Source: an optimization exercise on an open RTL-to-GDS flow (aim: small area and few clock cycles). Production flows keep margins and buffers that such runs may drop. RTL that was checked went through simulation tests only; none was proved equivalent to the original. The RTL of run 1 was laid out without a check of its function. Power and IR drop assume default switching activity.

===== standard.sh =====
#!/bin/bash
# synth_recipe.tcl (not shown) runs the flow's synth.tcl, then flattens the netlist and writes it again
# the make line also repeats each setting of config.mk as NAME=value (left out here)
make -C /OpenROAD-flow-scripts/flow DESIGN_CONFIG=/design/flow/config.mk WORK_HOME=/design/flow/orfs CLKGATE_MAP_FILE= SYNTH_SCRIPT=/design/flow/synth_recipe.tcl "${@:-finish}"

===== config.mk =====
export PLATFORM = sky130hd
export DESIGN_NAME = pals2_rsc
export DESIGN_NICKNAME = pals2_rsc
export VERILOG_FILES = /design/flow/design.v
export SDC_FILE = /design/flow/constraint.sdc
export NUM_CORES = 4
export LEC_CHECK = 0
export CAP_MARGIN = 20
export CORE_MARGIN = 2
export CORE_UTILIZATION = 40
export PLACE_DENSITY = 0.6
export SLEW_MARGIN = 20

===== flow/abc_area.script =====
strash
&get -n
&fraig -x
&put
scorr
dc2
dretime
strash
balance
rewrite
refactor
balance
rewrite
rewrite -z
balance
refactor -z
rewrite -z
balance
&get -n
&dch -f
&nf -R 1000
&put

===== design.v =====
module pals2_rsc (
  input             clk,
  input             rst,           
  input             cmd_valid,
  input      [63:0] cmd_word,
  output            cmd_ready,
  output            rsp_valid,
  output reg  [3:0] rsp_flags,
  output reg [15:0] rsp_data,
  output            bus_req,
  output            bus_we,
  output      [6:0] bus_dev,
  output      [7:0] bus_addr,
  output reg  [7:0] bus_wdata,
  output      [3:0] bus_len,
  input             bus_done,
  input             bus_ack,
  input      [79:0] bus_rdata,
  input      [31:0] ms_now
);
  localparam [2:0] S_IDLE0 = 3'b000,    
                   S_IDLE1 = 3'b001,    
                   S_ZERO  = 3'b010,    
                   S_SEQ   = 3'b100,    
                   S_LAST  = 3'b101,    
                   S_ODT   = 3'b110,    
                   S_ODP   = 3'b111;    
  reg  [2:0] st;
  reg  [3:0] sh_prox;                   
  reg  [2:0] als_rate;                  
  reg  [1:0] gf_sel;
  reg  [2:0] int_pers;                  
  reg        int_ai;                    
  reg        int_pi;                    
  reg        cc_mode;
  reg [15:0] c_prox, c_als, c_blue1, c_blue2;
  reg        v_pa, v_bl;                
  reg  [1:0] hs_state;
  reg [31:0] t0;                        
  reg  [3:0] sticky;
  reg  [5:0] addr;                      
  reg        sel;                       
  wire [7:0] sh_prox8 = {4'h0, sh_prox};
  wire [7:0] sh_als8  = {3'h0, gf_sel, als_rate};
  wire [7:0] sh_int8  = {int_pers, 1'b0, int_ai, int_ai, int_pi, int_pi};
  assign bus_req   = st[2];
  assign cmd_ready = ~st[2] & ~st[1];
  assign rsp_valid = ~st[2] & ~st[1] & st[0];
  assign bus_dev   = 7'h2A;
  assign bus_addr  = {2'b00, addr};
  assign bus_we    = (st == S_SEQ) | (st == S_ODT) | ((st == S_LAST) & ~addr[4]);
  assign bus_len   = (st == S_ODP) ? {2'b00, addr[4], ~addr[4]} : (cc_mode ? 4'd10 : 4'd4);
  always @(*) begin
    if (addr[5])
      bus_wdata = addr[0] ? (addr[1] ? t0[15:8] : t0[7:0]) : 8'h00;
    else case (addr[2:0])
      3'd0: bus_wdata = (st == S_ODT) ? 8'h02 : 8'h01;
      3'd1: bus_wdata = sh_prox8;
      3'd3: bus_wdata = sh_als8;
      3'd4: bus_wdata = {6'h00, t0[0], st == S_LAST};
      3'd5: bus_wdata = sh_int8;
      default: bus_wdata = 8'h00;
    endcase
  end
  wire  [7:0] opc = cmd_word[7:0];
  wire [15:0] A   = cmd_word[31:16];
  wire [15:0] B   = cmd_word[47:32];
  wire res_zero = (cmd_word[15:8] == 8'h00) && (cmd_word[63:48] == 16'h0000);
  wire a_zero   = (A == 16'h0000);
  wire b_zero   = (B == 16'h0000);
  reg legal;
  always @(*) begin
    case (opc)
      8'h10, 8'h11, 8'h19, 8'h1A: legal = b_zero;
      8'h14, 8'h16:               legal = 1'b1;
      8'h18:                      legal = b_zero && (A[15:1] == 15'h0000);
      8'h01, 8'h12, 8'h13, 8'h15, 8'h17, 8'h20, 8'h21, 8'h22, 8'h23, 8'h24,
      8'h28, 8'h29, 8'h30, 8'h31, 8'h32, 8'h33, 8'h34, 8'h35:
                                  legal = a_zero && b_zero;
      default:                    legal = 1'b0;
    endcase
    legal = legal && res_zero;
  end
  wire invalid = (opc == 8'h10 || opc == 8'h11 || opc == 8'h1A) && a_zero;
  reg [2:0] msb7;
  always @(*) begin
    casez (A[6:0])
      7'b1??????: msb7 = 3'd6;
      7'b01?????: msb7 = 3'd5;
      7'b001????: msb7 = 3'd4;
      7'b0001???: msb7 = 3'd3;
      7'b00001??: msb7 = 3'd2;
      7'b000001?: msb7 = 3'd1;
      default:    msb7 = 3'd0;
    endcase
  end
  wire       a_ge128   = |A[15:7];
  wire       a_ge256   = |A[15:8];
  wire [2:0] prate     = A[7] ? 3'd7 : msb7;
  wire [2:0] pers      = a_ge128 ? 3'd7 : msb7;
  wire [2:0] arate     = (|A[15:3]) ? 3'd7 : A[2:0] - 3'd1;
  reg  [1:0] gain_sel;
  always @(*) begin
    case (A)
      16'd800:   gain_sel = 2'd1;
      16'd3200:  gain_sel = 2'd2;
      16'd25600: gain_sel = 2'd3;
      default:   gain_sel = 2'd0;
    endcase
  end
  reg [15:0] gf_x100;
  always @(*) begin
    case (gf_sel)
      2'd0: gf_x100 = 16'd8179;
      2'd1: gf_x100 = 16'd2217;
      2'd2: gf_x100 = 16'd602;
      default: gf_x100 = 16'd75;
    endcase
  end
  wire [15:0] status  = {7'h00, hs_state, gf_sel, cc_mode, sticky};
  wire [10:0] el_bw;                    
  wire  [9:0] el_lo;                    
  wire [21:0] t0_carry;                 
  assign el_bw[0]    = 1'b0;
  assign t0_carry[0] = 1'b1;
  genvar gi;
  generate
    for (gi = 0; gi < 10; gi = gi + 1) begin : g_lo
      assign el_lo[gi]   = ms_now[gi] ^ t0[gi] ^ el_bw[gi];
      assign el_bw[gi+1] = (~ms_now[gi] & t0[gi]) | (~(ms_now[gi] ^ t0[gi]) & el_bw[gi]);
    end
    for (gi = 1; gi < 22; gi = gi + 1) begin : g_hi
      assign t0_carry[gi] = t0_carry[gi-1] & t0[gi+9];
    end
  endgenerate
  wire        hi_same = ~|(ms_now[31:10] ^ t0[31:10] ^ ({22{el_bw[10]}} & t0_carry));
  wire        tmo     = !hi_same || (&el_lo[9:5] && (el_lo[4] || (el_lo[3] && |el_lo[2:0])));
  wire accept = cmd_ready & cmd_valid;
  wire done   = st[2] & bus_done;
  always @(posedge clk) begin
    if (accept) begin
      t0[15:0] <= {B[7:0], A[7:0]};
      sel      <= opc[1] | opc[0];
    end else if (done && st == S_ODT)
      t0[15:0] <= ms_now[15:0];
    if (done && st == S_ODT)
      t0[31:16] <= ms_now[31:16];
    if (done && st == S_LAST && addr[4] && bus_ack) begin
      c_prox <= {bus_rdata[7:0], bus_rdata[15:8]};
      c_als  <= {bus_rdata[23:16], bus_rdata[31:24]};
      if (cc_mode) begin
        c_blue1 <= {bus_rdata[55:48], bus_rdata[63:56]};
        c_blue2 <= {bus_rdata[71:64], bus_rdata[79:72]};
      end
    end
    if (accept)
      rsp_flags <= {legal & invalid, ~legal, 2'b00};
    else if (done) begin
      if (!bus_ack)
        rsp_flags[0] <= 1'b1;
      if (st == S_ODP && !addr[4] && !(bus_ack && bus_rdata[6]) && tmo)
        rsp_flags[1] <= 1'b1;
    end
    if (accept) begin
      case (opc)
        8'h01, 8'h10, 8'h12, 8'h13:  addr <= 6'h01;
        8'h11, 8'h14, 8'h15, 8'h16, 8'h17: addr <= 6'h05;
        8'h18:                       addr <= 6'h04;
        8'h19, 8'h1A:                addr <= 6'h03;
        8'h20:                       addr <= 6'h10;
        default:                     addr <= 6'h00;
      endcase
    end else if (done) begin
      case (st)
        S_SEQ: begin
          if (!addr[5] && addr[2] && addr[0])
            addr <= {3'b100, sel, 2'b00};
          else if (!addr[5] && addr[2])
            addr <= 6'h00;
          else
            addr[2:0] <= addr[2:0] + 3'd1;
        end
        S_ODP: begin
          if (bus_ack && bus_rdata[6] || tmo)
            addr <= {4'b0100, sel, 1'b0};
        end
        default: ;
      endcase
    end
  end
  always @(posedge clk) begin
    if (rst) begin
      st       <= S_IDLE0;
      sh_prox  <= 4'h0;
      als_rate <= 3'd0;
      gf_sel   <= 2'd0;
      int_pers <= 3'd0;
      int_ai   <= 1'b0;
      int_pi   <= 1'b0;
      cc_mode  <= 1'b0;
      v_pa     <= 1'b0;
      v_bl     <= 1'b0;
      hs_state <= 2'd0;
      sticky   <= 4'h0;
      rsp_data <= 16'h0000;
    end else begin
      if (accept) begin
        sticky[3:2] <= sticky[3:2] | {legal & invalid, ~legal};
        st <= S_ZERO;
        if (legal && !invalid) begin
          case (opc)
            8'h01: begin
              sh_prox <= 4'h0; als_rate <= 3'd0; gf_sel <= 2'd0;
              st <= S_SEQ;
            end
            8'h10: begin
              sh_prox[2:0] <= a_ge256 ? 3'd0 : prate;
              if (a_ge256) sh_prox[3] <= 1'b1;
              st <= S_LAST;
            end
            8'h11: begin int_pers <= pers; st <= S_LAST; end
            8'h12: begin sh_prox[3] <= 1'b1; st <= S_LAST; end
            8'h13: begin sh_prox[3] <= 1'b0; st <= S_LAST; end
            8'h14: begin int_pi <= 1'b1; st <= S_SEQ; end
            8'h15: begin int_pi <= 1'b0; st <= S_LAST; end
            8'h16: begin int_ai <= 1'b1; st <= S_SEQ; end
            8'h17: begin int_ai <= 1'b1; st <= S_LAST; end
            8'h18: begin cc_mode <= 1'b1; st <= S_LAST; end
            8'h19: begin gf_sel <= gain_sel; st <= S_LAST; end
            8'h1A: begin als_rate <= arate; st <= S_LAST; end
            8'h20: st <= S_LAST;
            8'h28, 8'h29: begin hs_state <= 2'd1; st <= S_ODT; end
            8'h21: rsp_data <= v_pa ? c_prox : 16'h0000;
            8'h22: rsp_data <= v_pa ? c_als : 16'h0000;
            8'h23: rsp_data <= v_bl ? c_blue1 : 16'h0000;
            8'h24: rsp_data <= v_bl ? c_blue2 : 16'h0000;
            8'h30: rsp_data <= gf_x100;
            8'h31: rsp_data <= {8'h00, sh_prox8};
            8'h32: rsp_data <= 16'h0000;
            8'h33: rsp_data <= {8'h00, sh_als8};
            8'h34: rsp_data <= {8'h00, sh_int8};
            8'h35: rsp_data <= status;
            default: ;
          endcase
        end
      end else if (st == S_ZERO) begin
        st <= S_IDLE1;
      end else if (done) begin
        if (!bus_ack)
          sticky[0] <= 1'b1;
        case (st)
          S_SEQ: begin
            if ((!addr[5] && addr[2] && !addr[0]) || (addr[5] && addr[1:0] == 2'd2))
              st <= S_LAST;
          end
          S_LAST: begin
            st <= S_IDLE1;
            if (addr[4] && bus_ack) begin
              v_pa <= 1'b1;
              if (cc_mode) v_bl <= 1'b1;
            end
          end
          S_ODT: st <= S_ODP;
          default: begin  
            if (addr[4]) begin
              st <= S_IDLE1;
              if (bus_ack)
                rsp_data <= {bus_rdata[7:0], bus_rdata[15:8]};
            end else if (bus_ack && bus_rdata[6]) begin
              hs_state <= 2'd2;
            end else if (tmo) begin
              hs_state  <= 2'd3;
              sticky[1] <= 1'b1;
            end
          end
        endcase
      end
    end
  end
endmodule

===== flow/run.sh =====
#!/bin/bash
set -euo pipefail
here=$(pwd)
# ORFS's synth.tcl, with the abc script replaced right after the preamble sets it
sed "s#^source \$::env(SCRIPTS_DIR)/synth_preamble.tcl\$#&\nset abc_args [lreplace \$abc_args 1 1 $here/flow/abc_area.script]#" \
  "$FLOW_HOME/scripts/synth.tcl" > "$here/synth_area.tcl"
grep -q "abc_area.script" "$here/synth_area.tcl"
# The standard flow's synthesis script, sourcing the copy above instead of ORFS's synth.tcl
sed "s#^source \$::env(SCRIPTS_DIR)/synth.tcl\$#source $here/synth_area.tcl#" \
  "$here/synth_recipe.tcl" > "$here/synth_top.tcl"
grep -q "synth_area.tcl" "$here/synth_top.tcl"
export BUFFER_PORTS_ARGS="-buffer_cell sky130_fd_sc_hd__buf_1"
bash standard.sh SYNTH_SCRIPT="$here/synth_top.tcl" finish > "$here/standard.log" 2>&1

===== constraint.sdc =====
create_clock -name core_clock -period 5.0 [get_ports {clk}]
set_input_delay 1.0000 -clock core_clock [delete_from_list [all_inputs] [get_ports {clk}]]
set_output_delay 1.0000 -clock core_clock [all_outputs]
set_load 0.01 [all_outputs]

==> results.ini, run 1 <==
[setup_path]
r2r_end = hs_state[1]
crit_end = hs_state[1]
path_depth = 35
path_delay_family = adder cells
crit_arrival_ns = 6.82
ff2ff_setup_slack_ns = -1.26
r2r_start = t0[0]
r2r_cells = 33
cpMostUsedCell = fa_2
cp-start-kind = primary input
crit_fanout = 4
crit_start = ms_now[0]
critPathRequiredTime_ns = 5.28
max_stage_delay_ns = 0.35
cp_num_buf_inv = 9
cp_slowest_cell = fa_2
critPathCaptureType = flip-flop
criticalPathCategory = primary input to flip-flop

[floorplanning]
initial_core_util_pct = 40.7
dieArea_mm2 = 0.0201
die_h_um = 142
die_w_um = 142
core.rowCount = 50
pin_count = 232
core_area_mm2 = 0.0187

[grt]
grtUsageTotal_pct = 22.5
antenna_found_initial = 1
grt_max_degree = 52
grt_pass1_vias = 6647
overflow = 0
grt_pass1_wl_um = 34900

[yosys]
synth_top_area_cell = edfxtp_1
yosysWarnings = 1
synth-seq-area-share_pct = 52.6
synthTopCellsByCount = nor2_1 (141), edfxtp_1 (104), nand2_1 (63)
synth_area_leaders = edfxtp_1 (41%), dfxtp_1 (12%), nor2_1 (7.0%), a21oi_1 (3.2%), nand2_1 (3.1%)
yosysMostFrequentCell = nor2_1
syn_avg_cell_area_um2 = 9.95
ys_types = 56
syn_area_mm2 = 0.00760
synth_edf_count = 104
synth_cells = 764
synth-seq-cells = 148
ys.flop_type = edfxtp_1
synth.top_cell.area_share_pct = 41.1
async_reset_ff_share_pct = 0

[outcome]
failed_checks = negative setup slack
outcome = complete, but fails checks

[clock_network]
cts.sinks = 148
clock_latency_ns = 0.43
h-tree-depth = 4
clock_path_buffers = 2
cts.clk_slew.worst_paths_ns = 0.07
cts_buffers = 17
cts_tree = yes
cts_root_buffer = clkbuf_16

[power]
clockPowerShare_pct = 33.6
pwr-share-seq_pct = 42.1
leakage_uw = 0.00324
comb_power_share_pct = 24.2
switching_power_uw = 1200
max-vdd-ir-drop_mv = 0.309
switching_share_pct = 33.2
p_int_uw = 2420
pwr_density_cell_mw_per_mm2 = 370

[placed_design]
dp_hpwl_um = 16400
port_buffers = 205
placed_area_mm2 = 0.00911
place.gp.congestion = 0.884

[finish]
final_area_mm2 = 0.00981
drive_gt1_share_pct = 12.3
diodes = 0
ff_latch_area_mm2 = 0.00400
nFillCells = 1759
fin_util_pct = 52.4
multiInputGateArea_mm2 = 0.00359
areaGrowthSynthToFinish_pct = 29.0
nets = 1238

[timing]
hold_viol_final = 0
min_period_ns = 6.54
setup_tns_ns = -12.21
maxSlewHeadroom_pct = 30.1
fmax_ghz = 0.153
period_share_pct = 131
finalWorstSetupSlack_ns = -1.54
skew_ns = 0.00746
tightestPinTransition_ns = 1.05
finalSetupViolations = 9
rsz0062_at_grt = yes
slew_viol_final = 0

[detailed_routing]
firstDrtPassIters = 5
routedWlPerCell_um = 17.1
drc = 0
vias_per_cell = 5.38
dr_total_vias = 6914
wl_um = 22000
ant_nets = 0
drt_iter0_markers = 471

[run]
cap_violations = 0

[worst_hold_path]
hold_path.class = flip-flop to flip-flop

[per-layer routing]
metal	wire length (um)	vias up	global-route usage, %
li1	-	3419	-
met1	9710	3193	29.8
met2	10300	272	37.0
met3	1680	28	5.53
met4	274	2	5.79
met5	14	-	0
[kinds of logic after synthesis]
kind of cell	after synthesis	synth area share, %
muxes	3	0.395
AOI/OAI and AO/OA	194	17.6
adders and majority gates	20	4.18
DFF	148	52.6
buffers and inverters	47	2.81
other	2	0.0988
and+or+nand+nor	329	19.9
xor gates and xnor gates	21	2.42
[worst min-delay path by stage]
stage | to | startpoint | slack, ns | cells past startpoint
floorplan | sticky[3] | sticky[3] | 0.44 | 2
global placement | rsp_flags[0] | rsp_flags[0] | 0.46 | 2
detailed placement | rsp_flags[1] | rsp_flags[1] | 0.47 | 2
CTS | rsp_flags[1] | rsp_flags[1] | 0.48 | 2
global route | rsp_flags[1] | rsp_flags[1] | 0.51 | 2
finish | rsp_flags[1] | rsp_flags[1] | 0.47 | 2
[placed cells by master (no fill, tap or decap), types with 9 or more instances in the layout]
cell type,n
a211oi_1,21
a21oi_1,47
a221oi_1,10
a22o_1,17
a22oi_1,10
a31oi_1,9
buf_1,202
buf_4,48
clkbuf_16,17
clkinv_1,29
conb_1,10
dfxtp_1,44
edfxtp_1,104
fa_2,9
ha_1,10
nand2_1,62
nand3_1,28
nor2_1,137
nor3_1,21
nor4_1,14
o21ai_0,27
xnor2_1,13
[registers in the layout, summed over array words and instances (netlist names), 2 cells and up, named ones only]
signal / count
c_blue2: 16
t0: 32
c_als: 16
int_pers: 3
hs_state: 2
c_blue1: 16
rsp_flags: 4
st: 2
als_rate: 3
addr: 5
c_prox: 16
rsp_data: 16
gf_sel: 2
sticky: 4
sh_prox: 4
[metrics by stage]
stage | setup slack, ns | hold slack, ns | std cells | power [uW]
after floorplan | -1.82 | 0.436 | 772 | 2070
after global placement | -2.13 | 0.458 | 1246 | 2420
after detailed placement | -2.24 | 0.468 | 1246 | 2420
after CTS | -1.50 | 0.483 | 1281 | 3650
after global routing | -1.97 | 0.510 | 1284 | 3830
final | -1.54 | 0.475 | 1284 | 3630
[power groups by stage]
stage	clock network [uW]	registers (uW)	logic (uW)
finish	1220	1530	880
global placement	0	1550	861
global route	1290	1540	995
floorplan	0	1540	525
detailed placement	0	1560	867
CTS	1240	1530	881
[worst reg2reg max path: cells and delay by family, from the launching register on]
kind / cells / cell delay, ns
adder cells (fa/ha/maj): 10 / 2.45
AND/OR/NAND/NOR: 12 / 2.08
buffers and inverters: 7 / 0.60
flip-flops: 1 / 0.40
XOR/XNOR: 2 / 0.35
AO/OA/AOI/OAI: 2 / 0.22
[layout make-up]
| type | count | area share, % |
|---|---|---|
| multi-input combinational | 577 | 36.6 |
| sequential | 148 | 40.8 |
| inverter | 37 | 1.63 |
| timing repair buffer | 256 | 12.2 |
| tap | 234 | 2.99 |
| clock inverter | 14 | 1.44 |
| clock buffer | 18 | 4.38 |
[what timing repair did]
item | CTS | global route
setup endpoints to repair | 9 | 9
pin swaps | 11 | 3
hold buffers | 0 | 0
resized for setup | 12 | 10
buffers inserted | 3 | 3
==> run 2, diff against run 1 <==
--- a/design.v
+++ b/design.v
@@ -119,21 +119,6 @@
   end
   wire [15:0] status  = {7'h00, hs_state, gf_sel, cc_mode, sticky};
-  wire [10:0] el_bw;                    
-  wire  [9:0] el_lo;                    
-  wire [21:0] t0_carry;                 
-  assign el_bw[0]    = 1'b0;
-  assign t0_carry[0] = 1'b1;
-  genvar gi;
-  generate
-    for (gi = 0; gi < 10; gi = gi + 1) begin : g_lo
-      assign el_lo[gi]   = ms_now[gi] ^ t0[gi] ^ el_bw[gi];
-      assign el_bw[gi+1] = (~ms_now[gi] & t0[gi]) | (~(ms_now[gi] ^ t0[gi]) & el_bw[gi]);
-    end
-    for (gi = 1; gi < 22; gi = gi + 1) begin : g_hi
-      assign t0_carry[gi] = t0_carry[gi-1] & t0[gi+9];
-    end
-  endgenerate
-  wire        hi_same = ~|(ms_now[31:10] ^ t0[31:10] ^ ({22{el_bw[10]}} & t0_carry));
-  wire        tmo     = !hi_same || (&el_lo[9:5] && (el_lo[4] || (el_lo[3] && |el_lo[2:0])));
+  wire [31:0] elapsed = ms_now - t0;
+  wire        tmo     = elapsed > 32'd1000;
   wire accept = cmd_ready & cmd_valid;
   wire done   = st[2] & bus_done;
==> run.sh (new file) <==
#!/bin/bash
# synth_recipe.tcl (not shown) runs the flow's synth.tcl, then flattens the netlist and writes it again
# the make line also repeats each setting of config.mk as NAME=value (left out here)
make -C /OpenROAD-flow-scripts/flow DESIGN_CONFIG=/design/flow/config.mk WORK_HOME=/design/flow/orfs CLKGATE_MAP_FILE= SYNTH_SCRIPT=/design/flow/synth_recipe.tcl finish
removed: flow/run.sh
removed: flow/abc_area.script
removed: standard.sh
==> results.ini, run 2 <==
[outcome]
outcome = complete, no violations

[timing]
hold_viol_final = 0  ; unchanged
rsz0062_at_grt = no
tightestPinTransition_ns = 0.987  ; -0.0618 ns
maxSlewHeadroom_pct = 34.0  ; +3.9 points
slew_viol_final = 0  ; unchanged
fmax_ghz = 0.227  ; +48%
period_share_pct = 88.2  ; -43 points
setup_tns_ns = 0  ; +12.21 ns
finalSetupViolations = 0  ; -9
skew_ns = 0.00969  ; +0.00223 ns
min_period_ns = 4.41  ; -2.13 ns

[power]
p_int_uw = 2290  ; -5.7%
fin_total_pwr_uw = 3240  ; -11%
switching_power_uw = 949  ; -21%
switching_share_pct = 29.3  ; -3.9 points
leakage_uw = 0.00448  ; +38%
clockPowerShare_pct = 39.3  ; +5.7 points
max-vdd-ir-drop_mv = 0.163  ; -47%
pwr-share-seq_pct = 42.0  ; about the same
pwr_density_cell_mw_per_mm2 = 263  ; -29%
comb_power_share_pct = 18.7  ; -5.5 points

[floorplanning]
die_w_um = 157  ; +11%
die_h_um = 157  ; +11%
dieArea_mm2 = 0.0248  ; +23%
core_area_mm2 = 0.0233  ; +24%
pin_count = 232  ; unchanged
core.rowCount = 56  ; +12%
initial_core_util_pct = 40.5  ; -0.17 points

[finish]
final_common_cell = clkdlybuf4s50_1
areaGrowthSynthToFinish_pct = 30.4
largest_reg_flops = 32  ; unchanged
ff_latch_area_mm2 = 0.00400  ; unchanged
max_flop_register = t0
multiInputGateArea_mm2 = 0.00492  ; +37%
drive_gt1_share_pct = 5.69  ; -6.6 points
mostFrequentLayoutCells = clkdlybuf4s50_1 (204), nand2_1 (142), nor2_1 (124)
nFillCells = 2246  ; +28%
final_cell_count_no_fill = 1567  ; +22%
nets = 1458  ; +18%
diodes = 0  ; unchanged

[clock_network]
clock_latency_ns = 0.43  ; about the same
cts.sinks = 148  ; unchanged
cts_setup_buffers = 0  ; -3
h-tree-depth = 4  ; unchanged
post_cts_resized = 0  ; -12
holdBufCountCts = 0  ; unchanged
cts.clk_slew.worst_paths_ns = 0.07  ; about the same
cts_buffers = 17  ; unchanged
cts_tree = yes
clock_path_buffers = 2  ; unchanged
cts_root_buffer = clkbuf_16

[yosys]
ys.flop_type = edfxtp_1
async_reset_ff_share_pct = 0  ; unchanged
yosysWarnings = 1  ; unchanged
yosysMostFrequentCell = nand2_1
syn_area_mm2 = 0.00942  ; +24%
synth.top_cell.area_share_pct = 33.2  ; -7.9 points
syn_avg_cell_area_um2 = 8.92  ; -10%
synth_cells = 1056  ; +38%
synth-seq-area-share_pct = 42.5  ; -10 points
synth_top_area_cell = edfxtp_1
synth_edf_count = 104  ; unchanged
synth-seq-cells = 148  ; unchanged
ys_types = 82  ; +46%
synthTopCellsByCount = nand2_1 (142), nor2_1 (124), edfxtp_1 (104)
synth_area_leaders = edfxtp_1 (33%), dfxtp_1 (9.4%), nand2_1 (5.7%), ha_1 (5.4%), nor2_1 (4.9%)

[setup_path]
crit_fanout = 4  ; unchanged
cp-start-kind = primary input
critPathCaptureType = flip-flop
criticalPathCategory = primary input to flip-flop
critPathRequiredTime_ns = 5.16  ; -0.12 ns
cp_num_buf_inv = 4  ; -5
path_delay_family = compound AO/OA/AOI/OAI gates
max_stage_delay_ns = 0.50  ; +0.15 ns
path_depth = 15  ; -57%
cp_cell_sequence = clkdlybuf4s50_1 -> inv_1 -> ha_1 -> inv_1 -> fa_1 -> xor2_1 -> nor3b_1 -> o22ai_1 -> a2111oi_0 -> buf_4 -> a21oi_1 -> a41oi_1 -> o2111ai_2 -> nor4_4 -> a21boi_1
cpMostUsedCell = inv_1
cp_slowest_cell = a2111oi_0
crit_arrival_ns = 4.57  ; -2.25 ns
r2r_cells = 13  ; -61%

[detailed_routing]
vias_per_cell = 5.50  ; +2.1%
firstDrtPassIters = 5  ; unchanged
drt_iter0_markers = 604  ; +28%
dr_total_vias = 8613  ; +25%
wl_um = 28800  ; +31%
drc = 0  ; unchanged
ant_nets = 0  ; unchanged
routedWlPerCell_um = 18.4  ; +7.6%

[worst_hold_path]
hold_path_depth = 2  ; unchanged
hold_path.class = flip-flop to flip-flop

[grt]
globalRoute.busiestLayer = met2
grt_max_degree = 37  ; -29%
grt_use_met1_pct = 30.6  ; +0.75 points
grt_use_met3_pct = 5.78  ; +0.25 points
overflow = 0  ; unchanged
antenna_found_initial = 0  ; -1
grt_pass1_wl_um = 44600  ; +28%
grtUsageMet2_pct = 38.7  ; +1.6 points
grtUsageTotal_pct = 23.4  ; +0.96 points
grt_pass1_vias = 8346  ; +26%

[placed_design]
dp_hpwl_um = 22100  ; +34%
port_buffers = 205  ; unchanged
dpl.cell_count = 1535  ; +23%
place.gp.congestion = 0.917  ; +3.8%

[run]
cap_violations = 0  ; unchanged

-- run 2: cell types whose count changed after synthesis, sizes merged, moves of 27 or more --
cell	change
clkbuf	+38
nand2	+79
clkinv	-37
ha	+30
a21oi	+27
inv	+60
-- run 2: per-stage QoR --
step / util, % / hold slack [ns] / area, um^2 / setup slack [ns]
floorplan: - / 0.438 / 9450 / 0.522
global placement: 50.3 / 0.439 / 11700 / 0.170
detailed placement: 50.3 / 0.444 / 11700 / 0.174
CTS: 52.8 / 0.454 / 12300 / 0.598
global route: 52.8 / 0.490 / 12300 / 0.306
finish: 52.8 / 0.447 / 12300 / 0.589
-- run 2: kinds of logic after synthesis --
family	count (synthesis)	share of synthesized area, %
fa+ha+maj	42	5.66
compound gates	285	20.7
buf+inv	127	5.81
simple gates	407	20.6
other cells	2	0.0797
xor+xnor	16	1.49
flops	148	42.5
mux	29	3.10
-- run 2: path summary, 6_finish.rpt --
kind | startpoint | end | slack, ns
worst max-delay path | ms_now[0] | addr[1] | 0.59
worst min-delay path | rsp_flags[1] | rsp_flags[1] | 0.45
worst max register to register | t0[0] | addr[1] | 1.09
worst min register to register | rsp_flags[1] | rsp_flags[1] | 0.45
-- run 2: area by class of cell --
type | count | share of cell area (%)
clock buffers | 17 | 3.46
clock inverters | 15 | 1.26
inverters | 60 | 1.83
multi-input cells | 789 | 40.1
flip-flops and latches | 148 | 32.6
well taps | 319 | 3.25
repair buffers | 219 | 17.5
-- run 2: worst reg2reg max path: stages (launching register included) --
cell and delay, ns:
edfxtp_1 0.49, ha_1 0.22, inv_1 0.05, fa_1 0.43, xor2_1 0.17, nor3b_1 0.26
o22ai_1 0.12, a2111oi_0 0.50, buf_4 0.20, a21oi_1 0.04, a41oi_1 0.33, o2111ai_2 0.18
nor4_4 0.45, a21boi_1 0.21
-- run 2: metal layers --
layer,vias to the layer above,routed length [um],part of all wire (%)
li1,4238,-,-
met2,293,13400,47
met1,4045,12700,44
met3,37,2240,7.8
met5,-,0,0
met4,0,485,1.7
-- run 2: power by group through the flow --
stage                     Clock (uW)  Combinational, uW  Sequential (uW)
after floorplan                    0                348             1370
after global placement             0                596             1390
after detailed placement           0                599             1390
after CTS                       1300                602             1360
after global routing            1350                665             1360
final                           1270                605             1360
Testbench counts of run 2, summed over its fixed seeds: cycles 22,592.
==> run 3, diff against run 2 <==
--- a/design.v
+++ b/design.v
@@ -119,6 +119,16 @@
   end
   wire [15:0] status  = {7'h00, hs_state, gf_sel, cc_mode, sticky};
-  wire [31:0] elapsed = ms_now - t0;
-  wire        tmo     = elapsed > 32'd1000;
+  wire  [9:0] el_lo;
+  wire        el_b;
+  assign {el_b, el_lo} = {1'b0, ms_now[9:0]} - {1'b0, t0[9:0]};
+  reg  [21:0] t0_carry;                 
+  integer k;
+  always @(*) begin
+    t0_carry[0] = 1'b1;
+    for (k = 1; k < 22; k = k + 1)
+      t0_carry[k] = t0_carry[k-1] & t0[k+9];
+  end
+  wire        hi_same = (ms_now[31:10] == (t0[31:10] ^ ({22{el_b}} & t0_carry)));
+  wire        tmo     = !hi_same || (&el_lo[9:5] && (el_lo[4] || (el_lo[3] && |el_lo[2:0])));
   wire accept = cmd_ready & cmd_valid;
   wire done   = st[2] & bus_done;
==> results.ini, run 3 <==
[outcome]
outcome = complete, no violations

[setup_path]
crit_fanout = 3  ; -1
criticalPathCategory = primary input to flip-flop
critPathRequiredTime_ns = 5.17  ; about the same
cp_num_buf_inv = 3  ; -1
cp-start-kind = primary input
max_stage_delay_ns = 0.55  ; +0.05 ns
path_delay_family = compound AO/OA/AOI/OAI gates
cp_slowest_cell = or4_4
crit_arrival_ns = 4.84  ; +0.27 ns
critPathCaptureType = flip-flop
cp_cell_sequence = clkdlybuf4s50_1 -> inv_1 -> ha_1 -> fa_1 -> nor2b_1 -> o211ai_2 -> a32oi_4 -> inv_1 -> ha_1 -> xor2_1 -> xnor2_1 -> o2111ai_1 -> a221oi_2 -> o211ai_1 -> or4_4 -> nor3b_2 -> a21oi_1

[yosys]
async_reset_ff_share_pct = 0  ; unchanged
synth_cells = 891  ; -16%
yosysWarnings = 1  ; unchanged
synthTopCellsByCount = nand2_1 (127), edfxtp_1 (104), nor2_1 (82)
synth_top_area_cell = edfxtp_1
yosysMostFrequentCell = nand2_1
syn_area_mm2 = 0.00852  ; -9.6%
ys_types = 80  ; -2.4%
syn_avg_cell_area_um2 = 9.56  ; +7.2%
synth.top_cell.area_share_pct = 36.7  ; +3.5 points
ys.flop_type = edfxtp_1
synth-seq-area-share_pct = 47.0  ; +4.5 points
synth_edf_count = 104  ; unchanged
synth-seq-cells = 148  ; unchanged
synth_area_leaders = edfxtp_1 (37%), dfxtp_1 (10%), nand2_1 (5.6%), a21oi_1 (3.6%), nor2_1 (3.6%)

[floorplanning]
pin_count = 232  ; unchanged
die_w_um = 150  ; -4.8%
core.rowCount = 53  ; -5.4%
core_area_mm2 = 0.0210  ; -9.9%
dieArea_mm2 = 0.0225  ; -9.3%
die_h_um = 150  ; -4.8%
initial_core_util_pct = 40.6  ; +0.16 points

[power]
pwr_density_cell_mw_per_mm2 = 270  ; +2.5%
max-vdd-ir-drop_mv = 0.242  ; +48%
pwr-share-seq_pct = 43.4  ; +1.4 points
comb_power_share_pct = 15.0  ; -3.7 points
clockPowerShare_pct = 41.6  ; +2.3 points
p_int_uw = 2250  ; -1.5%
fin_total_pwr_uw = 3130  ; -3.3%
switching_share_pct = 28.0  ; -1.3 points
switching_power_uw = 876  ; -7.8%
leakage_uw = 0.00401  ; -10%

[timing]
finalWorstSetupSlack_ns = 0.325  ; -0.263 ns
rsz0062_at_grt = no
finalSetupViolations = 0  ; unchanged
slew_viol_final = 0  ; unchanged
maxSlewHeadroom_pct = 37.6  ; +3.6 points
period_share_pct = 93.5  ; +5.3 points
skew_ns = 0.0105  ; +0.000801 ns
fmax_ghz = 0.214  ; -5.6%
min_period_ns = 4.67  ; +0.263 ns
tightestPinTransition_ns = 0.931  ; -0.0560 ns
hold_viol_final = 0  ; unchanged

[grt]
antenna_found_initial = 0  ; unchanged
grtUsageTotal_pct = 23.6  ; +0.15 points
overflow = 0  ; unchanged
grt_max_degree = 35  ; -5.4%
grt_pass1_wl_um = 40700  ; -8.8%
grt_pass1_vias = 7485  ; -10%

[finish]
nets = 1309  ; -10%
mostFrequentLayoutCells = clkdlybuf4s50_1 (205), nand2_1 (127), edfxtp_1 (104)
final_cell_count_no_fill = 1394  ; -11%
drive_gt1_share_pct = 8.49  ; +2.8 points
final_common_cell = clkdlybuf4s50_1
largest_reg_flops = 32  ; unchanged
diodes = 0  ; unchanged
max_flop_register = t0
areaGrowthSynthToFinish_pct = 36.0

[clock_network]
cts_buffers = 17  ; unchanged
clock_latency_ns = 0.44  ; about the same
cts.sinks = 148  ; unchanged
h-tree-depth = 4  ; unchanged
clock_path_buffers = 2  ; unchanged
cts_root_buffer = clkbuf_16
cts_setup_buffers = 0  ; unchanged
cts_tree = yes
cts.clk_slew.worst_paths_ns = 0.07  ; about the same
post_cts_resized = 0  ; unchanged
holdBufCountCts = 0  ; unchanged

[run]
cap_violations = 0  ; unchanged

[worst_hold_path]
hold_path.class = flip-flop to flip-flop

[placed_design]
place_ws_ns = -0.0791  ; -0.253 ns
place.gp.congestion = 0.915  ; -0.26%
port_buffers = 205  ; unchanged
dp_hpwl_um = 20000  ; -9.5%
dpl.cell_count = 1362  ; -11%

[detailed_routing]
routedWlPerCell_um = 19.0  ; +3.5%
dr_total_vias = 7791  ; -9.5%
firstDrtPassIters = 6  ; +1
ant_nets = 0  ; unchanged
vias_per_cell = 5.59  ; +1.7%
wl_um = 26500  ; -7.9%
drt_iter0_markers = 590  ; -2.3%
drc = 0  ; unchanged

## run 3: cell count changes after synthesis, moves of 13 or more
cell,delta
nor2_1,-42
inv_1,-22
ha_1,-20
nand2_1,-15
a31oi_1,-14
mux2i_1,-13
o21ai_0,-13
## run 3: cells by family (layout without fill, tap and decap cells)
logic type / Yosys count / in the layout / share of synthesized area (%)
AND/OR/NAND/NOR: 360 / 360 / 20.9
AO/OA/AOI/OAI: 222 / 222 / 18.9
flip-flops: 148 / 148 / 47.0
buffers and inverters: 87 / 307 / 4.36
XOR/XNOR: 33 / 33 / 3.39
adder cells (fa/ha/maj): 22 / 22 / 3.32
multiplexers: 17 / 17 / 2.03
other: 2 / 10 / 0.0882
## run 3: area by class of cell
type | instances | area, um^2
fill | 1968 | 9370
multi-input combinational | 664 | 4200
sequential | 148 | 4000
timing repair buffer | 236 | 2280
clock buffer | 17 | 425
tap | 275 | 344
clock inverter | 15 | 183
inverter | 39 | 146
## run 3: worst paths after layout
check	cells after the start	startpoint	end	slack (ns)
worst max register to register	15	t0[0]	addr[0]	0.94
worst max-delay path	17	ms_now[0]	addr[0]	0.33
worst min-delay path	2	rsp_flags[1]	rsp_flags[1]	0.46
worst min register to register	2	rsp_flags[1]	rsp_flags[1]	0.46
## run 3: power by group through the flow
stage | registers, uW | clock network (uW) | logic (uW)
after floorplan | 1370 | 0 | 232
after global placement | 1380 | 0 | 463
after detailed placement | 1380 | 0 | 465
after CTS | 1360 | 1320 | 469
after global routing | 1360 | 1370 | 510
final | 1360 | 1300 | 470
## run 3: worst min-delay path, stage by stage (launching register included)
cell     delay [ns]
dfxtp_1        0.31
nand2_1        0.06
nand2_1        0.05
## run 3: metal layers
metal / share of wire, % / track usage [%] / vias up / wire [um]
met1: 45 / 32.4 / 3700 / 11800
met2: 47 / 37.8 / 302 / 12400
met5: 0 / 0 / - / 0
li1: - / - / 3751 / -
met4: 2.2 / 7.03 / 0 / 582
met3: 6.4 / 4.57 / 38 / 1700
## run 3: metrics by stage
step	instance area, um^2	TNS (ns)	util [%]	hold WS (ns)
6_report	11600	0	55.3	0.455
5_1_grt	11600	0	55.3	0.473
4_1_cts	11600	0	55.3	0.456
3_5_place_dp	11000	-0.316	52.4	0.445
3_3_place_gp	11000	-0.140	52.4	0.435
2_1_floorplan	8550	0	-	0.425
Testbench counts of run 3, summed over its fixed seeds: cycles 22,592.
==> run 4, diff against run 3 <==
==> flow/run.sh (new file) <==
#!/bin/bash
# Standard layout, with the port buffers made from the smallest buffer cell.
set -euo pipefail
export BUFFER_PORTS_ARGS="-buffer_cell sky130_fd_sc_hd__buf_1"
bash standard.sh finish > standard.log 2>&1
==> standard.sh (new file) <==
#!/bin/bash
# synth_recipe.tcl (not shown) runs the flow's synth.tcl, then flattens the netlist and writes it again
# the make line also repeats each setting of config.mk as NAME=value (left out here)
make -C /OpenROAD-flow-scripts/flow DESIGN_CONFIG=/design/flow/config.mk WORK_HOME=/design/flow/orfs CLKGATE_MAP_FILE= SYNTH_SCRIPT=/design/flow/synth_recipe.tcl "${@:-finish}"
removed: run.sh
==> results.ini, run 4 <==
[yosys]
synth-seq-area-share_pct = 47.0  ; unchanged
ys_types = 80  ; unchanged
async_reset_ff_share_pct = 0  ; unchanged
synth.top_cell.area_share_pct = 36.7  ; unchanged
synthTopCellsByCount = nand2_1 (127), edfxtp_1 (104), nor2_1 (82)
syn_area_mm2 = 0.00852  ; unchanged
synth_cells = 891  ; unchanged
synth_area_leaders = edfxtp_1 (37%), dfxtp_1 (10%), nand2_1 (5.6%), a21oi_1 (3.6%), nor2_1 (3.6%)
synth-seq-cells = 148  ; unchanged
synth_top_area_cell = edfxtp_1
yosysMostFrequentCell = nand2_1
syn_avg_cell_area_um2 = 9.56  ; unchanged
synth_edf_count = 104  ; unchanged
yosysWarnings = 1  ; unchanged
ys.flop_type = edfxtp_1

[finish]
final_cell_count_no_fill = 1376  ; -1.3%
max_flop_register = t0
mostFrequentLayoutCells = buf_1 (204), nand2_1 (127), edfxtp_1 (104)
drive_gt1_share_pct = 7.08  ; -1.4 points
largest_reg_flops = 32  ; unchanged
nets = 1291  ; -1.4%
final_common_cell = buf_1
areaGrowthSynthToFinish_pct = 19.3
fin_util_pct = 48.5  ; -6.8 points
diodes = 0  ; unchanged

[clock_network]
cts_buffers = 17  ; unchanged
cts_setup_buffers = 0  ; unchanged
cts_root_buffer = clkbuf_16
cts.sinks = 148  ; unchanged
post_cts_resized = 0  ; unchanged
cts_tree = yes
cts.clk_slew.worst_paths_ns = 0.07  ; about the same
clock_path_buffers = 2  ; unchanged
clock_latency_ns = 0.44  ; about the same
holdBufCountCts = 0  ; unchanged
h-tree-depth = 4  ; unchanged

[detailed_routing]
wl_um = 25200  ; -5.2%
routedWlPerCell_um = 18.3  ; -4.0%
dr_total_vias = 7605  ; -2.4%
firstDrtPassIters = 5  ; -1
vias_per_cell = 5.53  ; -1.1%
drc = 0  ; unchanged
ant_nets = 0  ; unchanged
drt_iter0_markers = 637  ; +8.0%

[setup_path]
cp-start-kind = primary input
cp_slowest_cell = or4_4
criticalPathCategory = primary input to flip-flop
cp_cell_sequence = buf_1 -> inv_1 -> ha_1 -> fa_1 -> nor2b_1 -> o211ai_2 -> a32oi_4 -> inv_1 -> ha_1 -> xor2_1 -> xnor2_1 -> o2111ai_1 -> a221oi_2 -> o211ai_1 -> or4_4 -> nor3b_2 -> a21oi_1
crit_fanout = 3  ; unchanged
critPathRequiredTime_ns = 5.17  ; about the same
max_stage_delay_ns = 0.56  ; about the same
crit_arrival_ns = 4.45  ; -0.39 ns
critPathCaptureType = flip-flop
r2r_cells = 15  ; unchanged

[timing]
maxSlewHeadroom_pct = 42.7  ; +5.2 points
fmax_ghz = 0.234  ; +9.2%
skew_ns = 0.0173  ; +0.00682 ns
tightestPinTransition_ns = 0.853  ; -0.0772 ns
finalWorstSetupSlack_ns = 0.719  ; +0.394 ns
finalSetupViolations = 0  ; unchanged
min_period_ns = 4.28  ; -0.394 ns
setup_tns_ns = 0  ; unchanged
period_share_pct = 85.6  ; -7.9 points
hold_viol_final = 0  ; unchanged
slew_viol_final = 0  ; unchanged
rsz0062_at_grt = no

[floorplanning]
initial_core_util_pct = 40.6  ; unchanged
dieArea_mm2 = 0.0225  ; unchanged
die_w_um = 150  ; unchanged
core.rowCount = 53  ; unchanged
die_h_um = 150  ; unchanged
core_area_mm2 = 0.0210  ; unchanged
pin_count = 232  ; unchanged

[power]
pwr-share-seq_pct = 44.9  ; +1.5 points
max-vdd-ir-drop_mv = 0.188  ; -22%
pwr_density_cell_mw_per_mm2 = 298  ; +10%
switching_share_pct = 28.9  ; +0.89 points
clockPowerShare_pct = 43.1  ; +1.5 points
p_int_uw = 2150  ; -4.5%
switching_power_uw = 874  ; -0.24%
leakage_uw = 0.00338  ; -16%
comb_power_share_pct = 12.0  ; -3.0 points

[outcome]
outcome = complete, no violations

[grt]
antenna_found_initial = 0  ; unchanged
grt_pass1_wl_um = 38700  ; -4.8%
grt_pass1_vias = 7106  ; -5.1%
grt_max_degree = 42  ; +20%
overflow = 0  ; unchanged
grtUsageTotal_pct = 22.4  ; -1.2 points

[placed_design]
port_buffers = 205  ; unchanged
place.gp.congestion = 0.870  ; -4.9%
dpl.cell_count = 1344  ; -1.3%
place_ws_ns = 0.281  ; +0.360 ns
dp_hpwl_um = 19000  ; -5.0%

[worst_hold_path]
hold_path_depth = 2  ; unchanged
hold_path.class = flip-flop to flip-flop

[run]
cap_violations = 0  ; unchanged

run 4: cell count changes in the layout (fill, tap and decap cells not counted), sizes merged:
cell / delta
inv: +1
buf: +186
clkdlybuf4s50: -205
clkinv: -1
clkbuf: +1
run 4: final timing paths:
kind              slack [ns]           end         start
setup / recovery        0.72       addr[1]     ms_now[0]
hold reg to reg         0.45  rsp_flags[1]  rsp_flags[1]
hold / removal          0.45  rsp_flags[1]  rsp_flags[1]
setup reg to reg        0.94       addr[1]         t0[0]
run 4: layout make-up:
type | instances | area (um^2)
multi-input combinational | 664 | 4190
inverter | 39 | 146
sequential | 148 | 4000
clock inverter | 15 | 178
tap | 275 | 344
fill | 2060 | 10800
timing repair buffer | 218 | 868
clock buffer | 17 | 425
run 4: cell families after synthesis:
logic type	share of synthesized area (%)
AO/OA/AOI/OAI	18.9
buffers and inverters	4.36
other	0.0882
AND/OR/NAND/NOR	20.9
flip-flops	47.0
adder cells (fa/ha/maj)	3.32
XOR/XNOR	3.39
multiplexers	2.03
run 4: metal layers:
layer,up-vias,GRT usage (%),wire (um)
li1,3712,-,-
met1,3589,30.6,11200
met2,272,36.1,11900
met3,32,4.09,1480
met4,0,7.22,551
met5,-,0,0
run 4: power groups by stage:
stage                     registers (uW)  logic [uW]  clock network (uW)
after CTS                           1360         360                1330
after global placement              1380         353                   0
after detailed placement            1390         357                   0
after floorplan                     1370         232                   0
after global routing                1360         403                1370
final                               1360         362                1300
run 4: critical path, delay by kind of cell:
kind,cells,cell delay (ns)
adders and majority gates,3,0.83
xor gates and xnor gates,2,0.29
buffers and inverters,3,0.21
and+or+nand+nor,3,1.05
AOI/OAI and AO/OA,6,1.08
run 4: metrics by stage:
step | power, uW | instance area (um^2) | hold WS, ns
floorplan | 1600 | 8550 | 0.425
CTS | 3040 | 10200 | 0.444
global route | 3130 | 10200 | 0.469
finish | 3020 | 10200 | 0.451
detailed placement | 1740 | 9550 | 0.433
global placement | 1740 | 9550 | 0.431
==> run 5, diff against run 4 <==
--- a/design.v
+++ b/design.v
@@ -8,5 +8,5 @@
   output reg  [3:0] rsp_flags,
   output reg [15:0] rsp_data,
-  output            bus_req,
+  output reg        bus_req,
   output            bus_we,
   output      [6:0] bus_dev,
@@ -26,5 +26,6 @@
                    S_ODT   = 3'b110,    
                    S_ODP   = 3'b111;    
-  reg  [2:0] st;
+  reg  [1:0] st_lo;
+  wire [2:0] st = {bus_req, st_lo};
   reg  [3:0] sh_prox;                   
   reg  [2:0] als_rate;                  
@@ -44,5 +45,4 @@
   wire [7:0] sh_als8  = {3'h0, gf_sel, als_rate};
   wire [7:0] sh_int8  = {int_pers, 1'b0, int_ai, int_ai, int_pi, int_pi};
-  assign bus_req   = st[2];
   assign cmd_ready = ~st[2] & ~st[1];
   assign rsp_valid = ~st[2] & ~st[1] & st[0];
@@ -118,16 +118,20 @@
     endcase
   end
-  wire [15:0] status  = {7'h00, hs_state, gf_sel, cc_mode, sticky};
+  wire  [3:0] sticky_now = sticky | (rsp_valid ? rsp_flags : 4'h0);
+  wire [15:0] status  = {7'h00, hs_state, gf_sel, cc_mode, sticky_now};
   wire  [9:0] el_lo;
   wire        el_b;
   assign {el_b, el_lo} = {1'b0, ms_now[9:0]} - {1'b0, t0[9:0]};
-  reg  [21:0] t0_carry;                 
+  reg  [21:0] t0_inc;                   
   integer k;
   always @(*) begin
-    t0_carry[0] = 1'b1;
+    t0_inc[0] = 1'b1;
     for (k = 1; k < 22; k = k + 1)
-      t0_carry[k] = t0_carry[k-1] & t0[k+9];
-  end
-  wire        hi_same = (ms_now[31:10] == (t0[31:10] ^ ({22{el_b}} & t0_carry)));
+      t0_inc[k] = &(t0[10 +: 22] | ({22{1'b1}} << k));
+  end
+  wire [21:0] hi_diff = ms_now[31:10] ^ t0[31:10];
+  wire        hi_eq0  = ~|hi_diff;
+  wire        hi_eq1  = ~|(hi_diff ^ t0_inc);
+  wire        hi_same = el_b ? hi_eq1 : hi_eq0;
   wire        tmo     = !hi_same || (&el_lo[9:5] && (el_lo[4] || (el_lo[3] && |el_lo[2:0])));
   wire accept = cmd_ready & cmd_valid;
@@ -184,7 +188,43 @@
     end
   end
+  reg  [2:0] st_n;
+  always @(*) begin
+    st_n = st;
+    if (accept) begin
+      st_n = S_ZERO;
+      if (legal && !invalid) begin
+        case (opc)
+          8'h01, 8'h14, 8'h16: st_n = S_SEQ;
+          8'h10, 8'h11, 8'h12, 8'h13, 8'h15, 8'h17, 8'h18, 8'h19, 8'h1A, 8'h20:
+                               st_n = S_LAST;
+          8'h28, 8'h29:        st_n = S_ODT;
+          default: ;
+        endcase
+      end
+    end else if (st == S_ZERO)
+      st_n = S_IDLE1;
+    else if (done) begin
+      case (st)
+        S_SEQ:  if ((!addr[5] && addr[2] && !addr[0]) || (addr[5] && addr[1:0] == 2'd2))
+                  st_n = S_LAST;
+        S_LAST: st_n = S_IDLE1;
+        S_ODT:  st_n = S_ODP;
+        S_ODP:  if (addr[4]) st_n = S_IDLE1;
+        default: ;
+      endcase
+    end
+  end
+  always @(posedge clk)
+    st_lo <= rst ? 2'b00 : st_n[1:0];
+  always @(posedge clk) begin
+    if (rst)
+      bus_req <= 1'b0;
+    else if (accept)
+      bus_req <= st_n[2];
+    else if (done && st_n[2] == 1'b0)
+      bus_req <= 1'b0;
+  end
   always @(posedge clk) begin
     if (rst) begin
-      st       <= S_IDLE0;
       sh_prox  <= 4'h0;
       als_rate <= 3'd0;
@@ -200,30 +240,26 @@
       rsp_data <= 16'h0000;
     end else begin
+      if (rsp_valid)
+        sticky <= sticky_now;
       if (accept) begin
-        sticky[3:2] <= sticky[3:2] | {legal & invalid, ~legal};
-        st <= S_ZERO;
         if (legal && !invalid) begin
           case (opc)
             8'h01: begin
               sh_prox <= 4'h0; als_rate <= 3'd0; gf_sel <= 2'd0;
-              st <= S_SEQ;
             end
             8'h10: begin
               sh_prox[2:0] <= a_ge256 ? 3'd0 : prate;
               if (a_ge256) sh_prox[3] <= 1'b1;
-              st <= S_LAST;
             end
-            8'h11: begin int_pers <= pers; st <= S_LAST; end
-            8'h12: begin sh_prox[3] <= 1'b1; st <= S_LAST; end
-            8'h13: begin sh_prox[3] <= 1'b0; st <= S_LAST; end
-            8'h14: begin int_pi <= 1'b1; st <= S_SEQ; end
-            8'h15: begin int_pi <= 1'b0; st <= S_LAST; end
-            8'h16: begin int_ai <= 1'b1; st <= S_SEQ; end
-            8'h17: begin int_ai <= 1'b1; st <= S_LAST; end
-            8'h18: begin cc_mode <= 1'b1; st <= S_LAST; end
-            8'h19: begin gf_sel <= gain_sel; st <= S_LAST; end
-            8'h1A: begin als_rate <= arate; st <= S_LAST; end
-            8'h20: st <= S_LAST;
-            8'h28, 8'h29: begin hs_state <= 2'd1; st <= S_ODT; end
+            8'h11: int_pers <= pers;
+            8'h12: sh_prox[3] <= 1'b1;
+            8'h13: sh_prox[3] <= 1'b0;
+            8'h14: int_pi <= 1'b1;
+            8'h15: int_pi <= 1'b0;
+            8'h16: int_ai <= 1'b1;
+            8'h17: int_ai <= 1'b1;
+            8'h18: cc_mode <= 1'b1;
+            8'h19: gf_sel <= gain_sel;
+            8'h1A: als_rate <= arate;
             8'h21: rsp_data <= v_pa ? c_prox : 16'h0000;
             8'h22: rsp_data <= v_pa ? c_als : 16'h0000;
@@ -239,35 +275,18 @@
           endcase
         end
-      end else if (st == S_ZERO) begin
-        st <= S_IDLE1;
       end else if (done) begin
-        if (!bus_ack)
-          sticky[0] <= 1'b1;
-        case (st)
-          S_SEQ: begin
-            if ((!addr[5] && addr[2] && !addr[0]) || (addr[5] && addr[1:0] == 2'd2))
-              st <= S_LAST;
-          end
-          S_LAST: begin
-            st <= S_IDLE1;
-            if (addr[4] && bus_ack) begin
-              v_pa <= 1'b1;
-              if (cc_mode) v_bl <= 1'b1;
-            end
-          end
-          S_ODT: st <= S_ODP;
-          default: begin  
-            if (addr[4]) begin
-              st <= S_IDLE1;
-              if (bus_ack)
-                rsp_data <= {bus_rdata[7:0], bus_rdata[15:8]};
-            end else if (bus_ack && bus_rdata[6]) begin
-              hs_state <= 2'd2;
-            end else if (tmo) begin
-              hs_state  <= 2'd3;
-              sticky[1] <= 1'b1;
-            end
-          end
-        endcase
+        if (st == S_LAST && addr[4] && bus_ack) begin
+          v_pa <= 1'b1;
+          if (cc_mode) v_bl <= 1'b1;
+        end
+        if (st == S_ODP) begin
+          if (addr[4]) begin
+            if (bus_ack)
+              rsp_data <= {bus_rdata[7:0], bus_rdata[15:8]};
+          end else if (bus_ack && bus_rdata[6])
+            hs_state <= 2'd2;
+          else if (tmo)
+            hs_state <= 2'd3;
+        end
       end
     end
==> flow/run.sh (replaced) <==
#!/bin/bash
set -euo pipefail
here=$(pwd)
# ORFS's synth.tcl, with the abc script replaced right after the preamble sets it
sed "s#^source \$::env(SCRIPTS_DIR)/synth_preamble.tcl\$#&\nset abc_args [lreplace \$abc_args 1 1 $here/flow/abc_area.script]#" \
  "$FLOW_HOME/scripts/synth.tcl" > "$here/synth_area.tcl"
grep -q "abc_area.script" "$here/synth_area.tcl"
# The standard flow's synthesis script, sourcing the copy above instead of ORFS's synth.tcl
sed "s#^source \$::env(SCRIPTS_DIR)/synth.tcl\$#source $here/synth_area.tcl#" \
  "$here/synth_recipe.tcl" > "$here/synth_top.tcl"
grep -q "synth_area.tcl" "$here/synth_top.tcl"
export BUFFER_PORTS_ARGS="-buffer_cell sky130_fd_sc_hd__buf_1"
bash standard.sh SYNTH_SCRIPT="$here/synth_top.tcl" finish > "$here/standard.log" 2>&1
==> flow/abc_area.script (new file) <==
strash
&get -n
&fraig -x
&put
scorr
dc2
dretime
strash
&get -n
&deepsyn -T 60
&put
&get -n
&dch -f
&nf
&put
==> results.ini, run 5 <==
[setup_path]
cp-start-kind = primary input
critPathRequiredTime_ns = 5.32  ; +0.15 ns
cp_cell_sequence = buf_1 -> clkinv_1 -> ha_1 -> nor2b_1 -> o21ai_0 -> o21ai_0 -> nor2b_1 -> a2111oi_0 -> o211ai_1 -> a211o_1 -> or2_0 -> or4_1 -> a221o_1 -> o211a_1
critPathCaptureType = flip-flop
cp_slowest_cell = a2111oi_0
r2r_cells = 12  ; -3
r2r_start = t0[11]
crit_arrival_ns = 4.42  ; -0.03 ns
ff2ff_setup_slack_ns = 1.45  ; +0.51 ns
r2r_end = hs_state[0]
criticalPathCategory = primary input to flip-flop
max_stage_delay_ns = 0.49  ; -0.07 ns
crit_fanout = 5  ; +2

[grt]
grt_pass1_wl_um = 35900  ; -7.3%
grtUsageTotal_pct = 23.4  ; +1.0 points
grt_max_degree = 35  ; -17%
antenna_found_initial = 0  ; unchanged
grt_pass1_vias = 6562  ; -7.7%
overflow = 0  ; unchanged

[finish]
nets = 1179  ; -8.7%
final_area_mm2 = 0.00931  ; -8.4%
final_common_cell = buf_1
mostFrequentLayoutCells = buf_1 (205), edfxtp_1 (104), nor2_1 (101)
diodes = 0  ; unchanged
nFillCells = 1800  ; -13%
multiInputGateArea_mm2 = 0.00335  ; -20%
drive_gt1_share_pct = 5.35  ; -1.7 points
max_flop_register = t0
final_cell_count_no_fill = 1224  ; -11%
largest_reg_flops = 32  ; unchanged
ff_latch_area_mm2 = 0.00400  ; unchanged
areaGrowthSynthToFinish_pct = 23.3

[placed_design]
place.gp.congestion = 0.945  ; +8.6%
dpl.cell_count = 1192  ; -11%
placed_area_mm2 = 0.00875  ; -8.4%
dp_hpwl_um = 17400  ; -8.0%
port_buffers = 205  ; unchanged

[floorplanning]
die_w_um = 141  ; -5.7%
dieArea_mm2 = 0.0200  ; -11%
die_h_um = 141  ; -5.7%
core_area_mm2 = 0.0186  ; -11%
core.rowCount = 50  ; -5.7%
initial_core_util_pct = 40.5  ; -0.15 points
pin_count = 232  ; unchanged

[power]
switching_share_pct = 26.1  ; -2.8 points
p_int_uw = 2140  ; -0.64%
pwr_density_cell_mw_per_mm2 = 310  ; +4.3%
pwr-share-seq_pct = 46.7  ; +1.8 points
max-vdd-ir-drop_mv = 0.281  ; +50%
clockPowerShare_pct = 42.8  ; -0.3 points
comb_power_share_pct = 10.5  ; -1.5 points
fin_total_pwr_uw = 2890  ; -4.5%
leakage_uw = 0.00309  ; -8.7%
switching_power_uw = 753  ; -14%

[yosys]
ys.flop_type = edfxtp_1
syn_avg_cell_area_um2 = 10.3  ; +7.6%
synthTopCellsByCount = edfxtp_1 (104), nor2_1 (101), nand2_1 (53)
synth_top_area_cell = edfxtp_1
ys_types = 58  ; -28%
synth-seq-area-share_pct = 53.0  ; +6.0 points
async_reset_ff_share_pct = 0  ; unchanged
yosysWarnings = 1  ; unchanged
synth-seq-cells = 148  ; unchanged
yosysMostFrequentCell = edfxtp_1
synth_area_leaders = edfxtp_1 (41%), dfxtp_1 (12%), nor2_1 (5.0%), ha_1 (3.3%), o21ai_0 (2.7%)
synth_cells = 734  ; -18%
synth_edf_count = 104  ; unchanged
synth.top_cell.area_share_pct = 41.4  ; +4.7 points
syn_area_mm2 = 0.00755  ; -11%

[run]
cap_violations = 0  ; unchanged

[clock_network]
cts_tree = yes
cts.clk_slew.worst_paths_ns = 0.06  ; about the same
holdBufCountCts = 0  ; unchanged
cts_setup_buffers = 0  ; unchanged
cts_buffers = 17  ; unchanged
clock_latency_ns = 0.43  ; about the same
post_cts_resized = 0  ; unchanged
clock_path_buffers = 2  ; unchanged
cts.sinks = 148  ; unchanged
h-tree-depth = 4  ; unchanged
cts_root_buffer = clkbuf_16

[outcome]
outcome = complete, no violations

[timing]
setup_tns_ns = 0  ; unchanged
min_period_ns = 4.11  ; -0.174 ns
finalSetupViolations = 0  ; unchanged
slew_viol_final = 0  ; unchanged
hold_viol_final = 0  ; unchanged
period_share_pct = 82.1  ; -3.5 points
skew_ns = 0.00939  ; -0.00792 ns
tightestPinTransition_ns = 1.10  ; +0.249 ns
fmax_ghz = 0.244  ; +4.2%
rsz0062_at_grt = no
maxSlewHeadroom_pct = 26.5  ; -16 points

[detailed_routing]
dr_total_vias = 6783  ; -11%
vias_per_cell = 5.54  ; +0.27%
drc = 0  ; unchanged
routedWlPerCell_um = 19.3  ; +5.4%
firstDrtPassIters = 5  ; unchanged
drt_iter0_markers = 466  ; -27%
ant_nets = 0  ; unchanged
wl_um = 23600  ; -6.2%

[worst_hold_path]
hold_path_depth = 2  ; unchanged
hold_start = sticky[2]
min_to = sticky[2]
hold_path.class = flip-flop to flip-flop

[run 5: cell count changes in the layout (fill, tap and decap cells not counted), sizes merged, moves of 13 or more]
cell and delta:
a21oi -22, a22o -16, clkinv +45, inv -41, mux2i -13, nand2 -74
nor2 +19, o2bb2ai +19, or3 -18, xnor2 -15
[run 5: power groups by stage]
stage,registers [uW],clock network (uW),logic [uW]
after floorplan,1370,0,163
after global placement,1380,0,297
after detailed placement,1380,0,298
after CTS,1350,1250,301
after global routing,1350,1300,338
final,1350,1240,302
[run 5: worst max-delay path by stage]
stage	cells after the start	end	slack (ns)	startpoint
3_3_place_gp	14	sh_prox[3]	0.53	cmd_word[0]
2_1_floorplan	11	rsp_data[0]	0.87	cmd_word[5]
5_1_grt	15	als_rate[0]	0.52	cmd_word[1]
4_1_cts	14	sh_prox[3]	0.94	cmd_word[1]
3_5_place_dp	14	sh_prox[3]	0.51	cmd_word[1]
6_report	14	sh_prox[3]	0.89	cmd_word[1]
[run 5: layout make-up]
| type | count | area share, % |
|---|---|---|
| Inverter | 46 | 1.86 |
| Tap cell | 234 | 3.15 |
| Multi-Input combinational cell | 538 | 36.0 |
| Clock buffer | 19 | 4.65 |
| Timing Repair Buffer | 226 | 9.96 |
| Sequential cell | 148 | 43.0 |
| Clock inverter | 13 | 1.34 |
[run 5: cell families after synthesis]
logic type | Yosys count | synth area share, %
AND/OR/NAND/NOR | 267 | 16.7
XOR/XNOR | 23 | 2.67
multiplexers | 3 | 0.414
flip-flops | 148 | 53.0
adder cells (fa/ha/maj) | 21 | 3.58
buffers and inverters | 56 | 3.28
AO/OA/AOI/OAI | 214 | 20.2
other | 2 | 0.0995
[run 5: through the flow]
| step | setup slack [ns] | utilization, % | hold WS, ns |
|---|---|---|---|
| after floorplan | 0.865 | - | 0.421 |
| after global placement | 0.534 | 46.9 | 0.430 |
| after detailed placement | 0.514 | 46.9 | 0.438 |
| after CTS | 0.938 | 49.9 | 0.453 |
| after global routing | 0.524 | 49.9 | 0.483 |
| final | 0.893 | 49.9 | 0.453 |
[run 5: metal layers]
| layer | vias to the layer above | routed length [um] | GRT usage (%) |
|---|---|---|---|
| li1 | 3304 | - | - |
| met1 | 3144 | 10400 | 31.6 |
| met2 | 298 | 10800 | 37.6 |
| met3 | 37 | 1930 | 6.18 |
| met4 | 0 | 399 | 6.37 |
| met5 | - | 0 | 0 |
[run 5: critical path: cells and delay by family]
family | cells | cell delay [ns]
buffers and inverters | 2 | 0.27
AND/OR/NAND/NOR | 4 | 1.09
AO/OA/AOI/OAI | 7 | 1.85
adder cells (fa/ha/maj) | 1 | 0.23
Testbench counts of run 5, summed over its fixed seeds: cycles 22,592.
==> run 6, diff against run 5 <==
--- a/config.mk
+++ b/config.mk
@@ -9,4 +9,7 @@
 export CORE_MARGIN = 2
 export CORE_UTILIZATION = 40
+export CTS_BUF_LIST = sky130_fd_sc_hd__clkbuf_8
+export CTS_CLUSTER_DIAMETER = 100
+export CTS_CLUSTER_SIZE = 30
 export PLACE_DENSITY = 0.6
 export SLEW_MARGIN = 20
==> results.ini, run 6 <==
[timing]
setup_tns_ns = 0  ; unchanged
holdWs_ns = 0.460  ; +0.00699 ns
hold_viol_final = 0  ; unchanged
fmax_ghz = 0.246  ; +1.1%
tightestPinTransition_ns = 1.10  ; -0.000746 ns
rsz0062_at_grt = no
finalSetupViolations = 0  ; unchanged
min_period_ns = 4.06  ; -0.0437 ns

[clock_network]
post_cts_resized = 0  ; unchanged
cts_buffers = 17  ; unchanged
cts.clk_slew.worst_paths_ns = 0.09  ; +0.03 ns
cts_tree = yes
clock_path_buffers = 2  ; unchanged
h-tree-depth = 4  ; unchanged
cts_root_buffer = clkbuf_8

[finish]
areaGrowthSynthToFinish_pct = 20.7
drive_gt1_share_pct = 5.35  ; unchanged
multiInputGateArea_mm2 = 0.00335  ; unchanged
mostFrequentLayoutCells = buf_1 (205), edfxtp_1 (104), nor2_1 (101)
final_common_cell = buf_1
ff_latch_area_mm2 = 0.00400  ; unchanged
fin_util_pct = 48.9  ; -1.0 points
nFillCells = 1820  ; +1.1%
max_flop_register = t0
diodes = 0  ; unchanged

[floorplanning]
pin_count = 232  ; unchanged
dieArea_mm2 = 0.0200  ; unchanged
initial_core_util_pct = 40.5  ; unchanged
core.rowCount = 50  ; unchanged
die_h_um = 141  ; unchanged

[yosys]
synth_area_leaders = edfxtp_1 (41%), dfxtp_1 (12%), nor2_1 (5.0%), ha_1 (3.3%), o21ai_0 (2.7%)
synth.top_cell.area_share_pct = 41.4  ; unchanged
ys.flop_type = edfxtp_1
syn_area_mm2 = 0.00755  ; unchanged
synthTopCellsByCount = edfxtp_1 (104), nor2_1 (101), nand2_1 (53)
synth-seq-area-share_pct = 53.0  ; unchanged
syn_avg_cell_area_um2 = 10.3  ; unchanged
yosysMostFrequentCell = edfxtp_1
synth-seq-cells = 148  ; unchanged
yosysWarnings = 1  ; unchanged
ys_types = 58  ; unchanged
synth_top_area_cell = edfxtp_1

[grt]
grt_pass1_wl_um = 35800  ; -0.36%
overflow = 0  ; unchanged
grtUsageTotal_pct = 23.3  ; -0.094 points
antenna_found_initial = 0  ; unchanged

[power]
leakage_uw = 0.00301  ; -2.6%
pwr-share-seq_pct = 52.8  ; +6.1 points
p_int_uw = 1840  ; -14%
switching_share_pct = 28.0  ; +2.0 points
max-vdd-ir-drop_mv = 0.244  ; -13%
switching_power_uw = 716  ; -4.8%
pwr_density_cell_mw_per_mm2 = 280  ; -9.7%
comb_power_share_pct = 11.8  ; +1.3 points

[worst_hold_path]
hold_path.class = flip-flop to flip-flop

[outcome]
outcome = complete, no violations

[detailed_routing]
dr_total_vias = 6777  ; -0.088%
firstDrtPassIters = 9  ; +4
routedWlPerCell_um = 19.1  ; -0.67%
ant_nets = 0  ; unchanged
wl_um = 23400  ; -0.67%
vias_per_cell = 5.54  ; about the same

[setup_path]
critPathCaptureType = flip-flop
crit_arrival_ns = 4.41  ; about the same
crit_fanout = 5  ; unchanged
cp-start-kind = primary input
criticalPathCategory = primary input to flip-flop
ff2ff_setup_slack_ns = 1.44  ; about the same

[run]
cap_violations = 0  ; unchanged

[placed_design]
dp_hpwl_um = 17400  ; unchanged
place.gp.congestion = 0.945  ; unchanged

==> run 6: worst paths after layout <==
check	end	cells after the start	from
worst max-delay path	sh_prox[3]	14	cmd_word[1]
worst min-delay path	sticky[2]	2	sticky[2]
worst max register to register	hs_state[0]	12	t0[11]
worst min register to register	sticky[2]	2	sticky[2]
==> run 6: critical path, stage by stage <==
cell and delay, ns:
buf_1 0.13, clkinv_1 0.14, ha_1 0.23, nor2b_1 0.15, o21ai_0 0.24, o21ai_0 0.14, nor2b_1 0.15, a2111oi_0 0.49
o211ai_1 0.16, a211o_1 0.37, or2_0 0.33, or4_1 0.46, a221o_1 0.31, o211a_1 0.12
==> run 6: final cells by class <==
class	instances	area share (%)
clock buffer	17	2.57
multi-input combinational	538	36.8
timing repair buffer	226	10.2
tap	234	3.21
inverter	46	1.89
sequential	148	43.9
clock inverter	15	1.46
==> run 6: per-layer routing <==
metal | vias to the layer above | GRT usage (%) | part of all wire (%) | routed length (um)
met1 | 3156 | 31.6 | 45 | 10600
met2 | 298 | 36.9 | 46 | 10700
met5 | - | 0 | 0 | 0
met4 | 0 | 7.21 | 1.9 | 450
met3 | 36 | 5.97 | 7.4 | 1750
li1 | 3287 | - | - | -
==> run 6: logic make-up after synthesis <==
group / share of synthesized area [%]
compound gates: 20.2
xor+xnor: 2.67
fa+ha+maj: 3.58
buf+inv: 3.28
flops: 53.0
mux: 0.414
other cells: 0.0995
simple gates: 16.7
==> run 6: power groups by stage <==
stage               Sequential, uW  Combinational [uW]  Clock [uW]
detailed placement            1380                 298           0
CTS                           1350                 300         917
global placement              1380                 297           0
floorplan                     1370                 163           0
finish                        1350                 302         906
global route                  1350                 337         971
==> run 6: through the flow <==
stage / setup WS [ns] / instance area (um^2) / total power, uW
finish: 0.937 / 9110 / 2560
global route: 0.591 / 9110 / 2660
CTS: 0.986 / 9110 / 2570
detailed placement: 0.514 / 8750 / 1670
global placement: 0.534 / 8750 / 1670
floorplan: 0.865 / 7580 / 1530

Re-timed with assumed drivers on the ports (clkbuf_16 on the clock, buf_2 on other inputs), run 6 has 0.944 ns of setup slack against 0.937 ns with ideal ports, and 0.459 ns once port delays also move by the mid clock arrival of 0.484 ns.
